Source: an optimization exercise on an open RTL-to-GDS flow (aim: small area). Production flows keep margins and buffers that such runs may drop.
Only simulation tests tie the RTL to the original design; equivalence was not proved.
The clock input has no modelled driver; a real chip could not lean on it and would need a root buffer or a full tree.

Setup of the previous run:
// ri_codec
module ri_codec (
    input  wire        clk,
    input  wire        rst_n,
    input  wire        tick,          
    input  wire        edge_valid,    
    input  wire        edge_rising,   
    input  wire        uart_valid,    
    input  wire [7:0]  uart_data,
    output wire        ri_out,        
    output wire        input_en,      
    output wire        frame_active,  
    output wire        rx_valid,      
    output wire [11:0] rx_cmd,
    output wire        tx_valid,      
    output wire [15:0] tx_cmd
);
==> module ri_codec, before the edit <==
module ri_codec (
    input  wire        clk,
    input  wire        rst_n,
    input  wire        tick,          
    input  wire        edge_valid,    
    input  wire        edge_rising,   
    input  wire        uart_valid,    
    input  wire [7:0]  uart_data,
    output wire        ri_out,        
    output wire        input_en,      
    output wire        frame_active,  
    output wire        rx_valid,      
    output wire [11:0] rx_cmd,
    output wire        tx_valid,      
    output wire [15:0] tx_cmd
);
    reg  [15:0] pt;        
    reg  [3:0]  tk;        
    reg  [11:0] bbuf;      
    reg         fip;       
    reg  [2:0]  len;       
    reg         bad;       
    reg  [15:0] val;       
    reg         act;       
    reg         pin;       
    reg         txv;       
    reg  [1:0]  q;         
    wire [3:0] ph     = val[15:12];    
    wire       ph_hdr = (ph == 4'd0);
    wire       ph_trl = (ph == 4'd13);
    wire       bitv   = ph[1] ? (ph[0] ? val[9] : val[10])
                              : (ph[0] ? val[11] : val[8]);
    wire       c100 = pt[6] & pt[5] & pt[2];
    wire       c200 = pt[7] & pt[6] & pt[3];
    wire       c300 = pt[8] & pt[5] & pt[3] & pt[2];
    wire       c400 = pt[8] & pt[7] & pt[4];
    wire       hit  = act & (pin ? (ph_hdr ? c300 : c100)
                                 : (ph_hdr ? c400 : ((bitv & !ph_trl) ? c300 : c200)));
    wire       go_low      = hit & pin;
    wire       phase_end   = hit & !pin;
    wire       phase_start = phase_end & !ph_trl;
    wire       done        = phase_end & ph_trl;
    wire ev_frame = (q == 2'b01);
    wire ev_bit   = q[1];
    wire ev_uart  = len[2] & len[1];
    wire tx_start = ev_uart & !bad;
    wire tk12     = (tk == 4'd12);
    wire tk13     = (tk == 4'd13);
    wire act_mid   = tx_start | (act & !done);
    wire armed_mid = act ? done : !tx_start;
    wire zero_pt   = tx_start | phase_start | done;
    wire [2:0] len_mid = ev_uart ? 3'd0 : len;
    wire       pt_lo = ~|pt[15:9];
    wire [8:0] x     = pt[8:0];
    wire       hdr   = pt_lo & (x >= 9'd251) & (x <= 9'd349);
    wire       bitw  = pt_lo & (x >= 9'd51) & (x <= 9'd249) & (x != 9'd150);
    wire       one   = x[7] & (x[6:0] >= 7'd23);
    wire edge_taken = edge_valid & !act_mid;
    wire edge_put   = edge_valid & !act & !tx_start & (edge_rising ? hdr : bitw);
    wire uart_taken = uart_valid & armed_mid;
    wire       is_x   = (uart_data == 8'h78);
    wire       is_dig = (uart_data[7:4] == 4'h3) & (uart_data[3:0] <= 4'd9);
    wire       is_let = (uart_data[7:6] == 2'b01) & (uart_data[4:3] == 2'b00) &
                        (uart_data[2:0] != 3'd0) & (uart_data[2:0] != 3'd7);
    wire [3:0] nib    = uart_data[6] ? {1'b0, uart_data[2:0]} + 4'd9 : uart_data[3:0];
    wire       rot    = phase_start & (ph[1:0] == 2'b00) & (ph[3] | ph[2]);
    wire       clr_x  = uart_taken & is_x;
    wire        pt_clr = !rst_n | zero_pt | edge_taken;
    wire [15:0] pt_g   = pt & {16{!pt_clr}};
    wire [16:0] pt_c;
    assign pt_c[0] = tick & rst_n;
    genvar gi;
    generate
        for (gi = 0; gi < 16; gi = gi + 1) begin : g_pt
            assign pt_c[gi + 1] = pt_g[gi] & pt_c[gi];
        end
    endgenerate
    always @(posedge clk)
        pt <= pt_g ^ pt_c[15:0];
    always @(posedge clk) begin
        if (!rst_n) begin
            tk    <= 4'd0;
            fip   <= 1'b0;
            len   <= 3'd0;
            act   <= 1'b0;
            pin   <= 1'b0;
            txv   <= 1'b0;
            q     <= 2'b00;
        end else begin
            act <= act_mid;
            txv <= tx_start;
            if (tx_start) begin
                pin <= 1'b1;
            end else if (go_low) begin
                pin <= 1'b0;
            end else if (phase_start) begin
                pin <= 1'b1;
            end
            if (ev_frame) begin
                tk  <= 4'd0;
                fip <= 1'b1;
            end else if (ev_bit) begin
                if (tk12) begin
                    tk  <= 4'd13;
                    fip <= 1'b0;
                end else begin
                    tk  <= tk + 4'd1;
                end
            end else if (tk13) begin
                tk <= 4'd0;
            end
            q <= edge_put ? (edge_rising ? 2'b01 : {1'b1, one}) : 2'b00;
            len <= uart_taken ? len_mid + 3'd1 : len_mid;
        end
    end
    always @(posedge clk) begin
        if (ev_bit)
            bbuf <= {bbuf[10:0], q[0]};
        if (uart_taken) begin
            bad   <= (len_mid == 3'd5) ? is_x | !(is_dig | is_let) | bad
                                       : !is_x & (!(is_dig | is_let) | (bad & (len_mid != 3'd0)));
        end
        if (txv)
            val[15:12] <= 4'd0;
        else if (phase_start)
            val[15:12] <= ph + 4'd1;
        else if (uart_taken)
            val[15:12] <= clr_x ? 4'd0 : val[11:8];
        if (rot || uart_taken)
            val[11:4] <= clr_x ? 8'd0 : val[7:0];
        if (rot)
            val[3:0] <= val[11:8];
        else if (uart_taken)
            val[3:0] <= clr_x ? 4'd0 : nib;
    end
    assign ri_out       = pin;
    assign input_en     = !act;
    assign frame_active = fip;
    assign rx_valid     = tk13;
    assign rx_cmd       = bbuf;
    assign tx_valid     = txv;
    assign tx_cmd       = val;
endmodule
==> flow/config.mk <==
export PLATFORM = sky130hd
export DESIGN_NAME = ri_codec
export DESIGN_NICKNAME = ri_codec
export VERILOG_FILES = /design/flow/design.v
export SDC_FILE = /design/flow/constraint.sdc
export NUM_CORES = 4
export LEC_CHECK = 0
export CAP_MARGIN = 20
export CORE_MARGIN = 2
export CORE_UTILIZATION = 70
export PLACE_DENSITY = 0.8
export SLEW_MARGIN = 20
==> flow/constraint.sdc <==
create_clock -name core_clock -period 10.0 [get_ports {clk}]
set_input_delay 2.0000 -clock core_clock [delete_from_list [all_inputs] [get_ports {clk}]]
set_output_delay 2.0000 -clock core_clock [all_outputs]
set_load 0.01 [all_outputs]
standard.sh (not shown) runs the stock make flow with config.mk's settings and CLKGATE_MAP_FILE= SYNTH_SCRIPT=/design/flow/synth_recipe.tcl, a recipe that flattens the netlist after the stock synthesis.
==> flow/flow/run.sh <==
#!/bin/bash
# The standard layout (the standard.sh) with these changes:
#  - synthesis uses flow/synth.tcl: the standard synthesis script with an
#    area-oriented ABC script (flow/area.abc) for the logic mapping;
#  - the port buffers are the smallest buffer, buf_1, instead of the default;
#  - the clock tree is built by flow/manual_cts.tcl (a PRE_CTS_TCL hook): the
#    clock port drives 4 clkbuf_8, each driving one cluster of registers.
# Tool output goes to synth.log and standard.log here and to ORFS's logs.
set -euo pipefail
here=$(pwd)
export BUFFER_PORTS_ARGS="-buffer_cell sky130_fd_sc_hd__buf_1"
export PRE_CTS_TCL="$here/flow/manual_cts.tcl"
export MANUAL_CTS_CELL=sky130_fd_sc_hd__clkbuf_8
export MANUAL_CTS_COUNT=4
export MY_ABC_SCRIPT="$here/flow/area.abc"
sed "s#SYNTH_SCRIPT=[^ ]*#SYNTH_SCRIPT=$here/flow/synth.tcl#" standard.sh > own_synth.sh
grep -q "SYNTH_SCRIPT=$here/flow/synth.tcl" own_synth.sh
bash own_synth.sh synth > synth.log 2>&1
bash standard.sh > standard.log 2>&1
Other scripts of this flow, unchanged in this note and not shown: flow/flow/area.abc, flow/flow/manual_cts.tcl, flow/flow/synth.tcl
## Diff of input files: the current run against the previous run
==> flow/design.v <==
module ri_codec (
    input  wire        clk,
    input  wire        rst_n,
    input  wire        tick,          
    input  wire        edge_valid,    
    input  wire        edge_rising,   
    input  wire        uart_valid,    
    input  wire [7:0]  uart_data,
    output wire        ri_out,        
    output wire        input_en,      
    output wire        frame_active,  
    output wire        rx_valid,      
    output wire [11:0] rx_cmd,
    output wire        tx_valid,      
    output wire [15:0] tx_cmd
);
    reg  [15:0] pt;        
    reg  [3:0]  tk;        
    reg  [11:0] bbuf;      
    reg         fip;       
    reg  [2:0]  len;       
    reg         bad;       
    reg  [15:0] val;       
    reg         act;       
    reg         pin;       
    reg  [3:0]  ph;        
    reg  [1:0]  q;         
    wire       ph_hdr = (ph == 4'd0);
    wire       ph_trl = (ph == 4'd13);
    wire       bitv   = ph[1] ? (ph[0] ? val[13] : val[14])
                              : (ph[0] ? val[15] : val[12]);
    wire       c100 = pt[6] & pt[5] & pt[2];
    wire       c200 = pt[7] & pt[6] & pt[3];
    wire       c300 = pt[8] & pt[5] & pt[3] & pt[2];
    wire       c400 = pt[8] & pt[7] & pt[4];
    wire       hit  = act & (pin ? (ph_hdr ? c300 : c100)
                                 : (ph_hdr ? c400 : ((bitv & !ph_trl) ? c300 : c200)));
    wire       go_low      = hit & pin;
    wire       phase_end   = hit & !pin;
    wire       phase_start = phase_end & !ph_trl;
    wire       done        = phase_end & ph_trl;
    wire ev_frame = (q == 2'b01);
    wire ev_bit   = q[1];
    wire ev_uart  = len[2] & len[1];
    wire tx_start = ev_uart & !bad;
    wire tk12     = (tk == 4'd12);
    wire tk13     = (tk == 4'd13);
    wire act_mid   = tx_start | (act & !done);
    wire armed_mid = act ? done : !tx_start;
    wire zero_pt   = tx_start | phase_start | done;
    wire [2:0] len_mid = ev_uart ? 3'd0 : len;
    wire       pt_lo = ~|pt[15:9];
    wire [8:0] x     = pt[8:0];
    wire       hdr   = pt_lo & (x >= 9'd251) & (x <= 9'd349);
    wire       bitw  = pt_lo & (x >= 9'd51) & (x <= 9'd249) & (x != 9'd150);
    wire       one   = x[7] & (x[6:0] >= 7'd23);
    wire edge_taken = edge_valid & !act_mid;
    wire edge_put   = edge_valid & !act & !tx_start & (edge_rising ? hdr : bitw);
    wire uart_taken = uart_valid & armed_mid;
    wire       is_x   = (uart_data == 8'h78);
    wire       is_dig = (uart_data[7:4] == 4'h3) & (uart_data[3:0] <= 4'd9);
    wire       is_let = (uart_data[7:6] == 2'b01) & (uart_data[4:3] == 2'b00) &
                        (uart_data[2:0] != 3'd0) & (uart_data[2:0] != 3'd7);
    wire [3:0] nib    = uart_data[6] ? {1'b0, uart_data[2:0]} + 4'd9 : uart_data[3:0];
    wire       rot    = phase_start & (ph[1:0] == 2'b00);
    wire        pt_clr = !rst_n | zero_pt | edge_taken;
    wire [15:0] pt_g   = pt & {16{!pt_clr}};
    wire [16:0] pt_c;
    assign pt_c[0] = tick & rst_n;
    genvar gi;
    generate
        for (gi = 0; gi < 16; gi = gi + 1) begin : g_pt
            assign pt_c[gi + 1] = pt_g[gi] & pt_c[gi];
        end
    endgenerate
    always @(posedge clk)
        pt <= pt_g ^ pt_c[15:0];
    always @(posedge clk) begin
        if (!rst_n) begin
            tk    <= 4'd0;
            fip   <= 1'b0;
            len   <= 3'd0;
            act   <= 1'b0;
            pin   <= 1'b0;
            q     <= 2'b00;
        end else begin
            act <= act_mid;
            if (tx_start) begin
                pin <= 1'b1;
            end else if (go_low) begin
                pin <= 1'b0;
            end else if (phase_start) begin
                pin <= 1'b1;
            end
            if (ev_frame) begin
                tk  <= 4'd0;
                fip <= 1'b1;
            end else if (ev_bit) begin
                if (tk12) begin
                    tk  <= 4'd13;
                    fip <= 1'b0;
                end else begin
                    tk  <= tk + 4'd1;
                end
            end else if (tk13) begin
                tk <= 4'd0;
            end
            q <= edge_put ? (edge_rising ? 2'b01 : {1'b1, one}) : 2'b00;
            len <= uart_taken ? len_mid + 3'd1 : len_mid;
        end
    end
    always @(posedge clk) begin
        if (tx_start)
            ph <= 4'd15;
        else if (phase_start || ph == 4'd15)
            ph <= ph + 4'd1;
        if (ev_bit)
            bbuf <= {bbuf[10:0], q[0]};
        if (uart_taken) begin
            bad   <= (len_mid == 3'd5) ? is_x | !(is_dig | is_let) | bad
                                       : !is_x & (!(is_dig | is_let) | (bad & (len_mid != 3'd0)));
        end
        if (rot)
            val <= {val[11:0], val[15:12]};
        else if (uart_taken)
            val <= is_x ? 16'd0 : {val[11:0], nib};
    end
    assign ri_out       = pin;
    assign input_en     = !act;
    assign frame_active = fip;
    assign rx_valid     = tk13;
    assign rx_cmd       = bbuf;
    assign tx_valid     = act & (ph == 4'd15);
    assign tx_cmd       = val;
endmodule
### Flow results
Least setup slack across all paths after layout: higher on the current run
Diff the previous run -> the current run | maximum frequency from static timing analysis | up by a few percent
After detailed routing, the previous run needs less wire than the current run.
The previous run → the current run: transition at the pin with the smallest max-transition slack -0.15 ns; sequential share of layout area +1.8 points; design area +96 um2; via count +about 4%.
In every run of this note, the design's own scripts or RTL, not TritonCTS, make the clock network.

[separate check: timing with driven ports]
In the flow no input, the clock included, has a driving cell. The finished layouts below were timed again as built, in two steps.
Step 1 (the two cells are an assumption about what drives the block):
set clk [get_ports {clk}]
set_driving_cell -lib_cell sky130_fd_sc_hd__clkbuf_16 $clk
set_driving_cell -lib_cell sky130_fd_sc_hd__buf_2 [delete_from_list [all_inputs] $clk]
Step 2 times the ports against the registers' clock, not the clock port: input delays grow and output delays shrink by t, the midpoint of the rising clock arrivals with the driver on.
a / b / c = no drivers / after step 1 / after step 2; a / b = the first two.
run	shift t [ns]	setup WS [ns]	clock arrival spread, ns	pins driven straight from the clock port
the previous run	0.200	4.484 / 4.519 / 4.319	0.020 / 0.020	4
the current run	0.203	4.750 / 4.785 / 4.582	0.010 / 0.010	4
After both steps setup and hold are still met in every run listed. For the current run, which loses most, drivers alone change the setup slack by +0.035 ns; drivers and shift together by -0.168 ns.
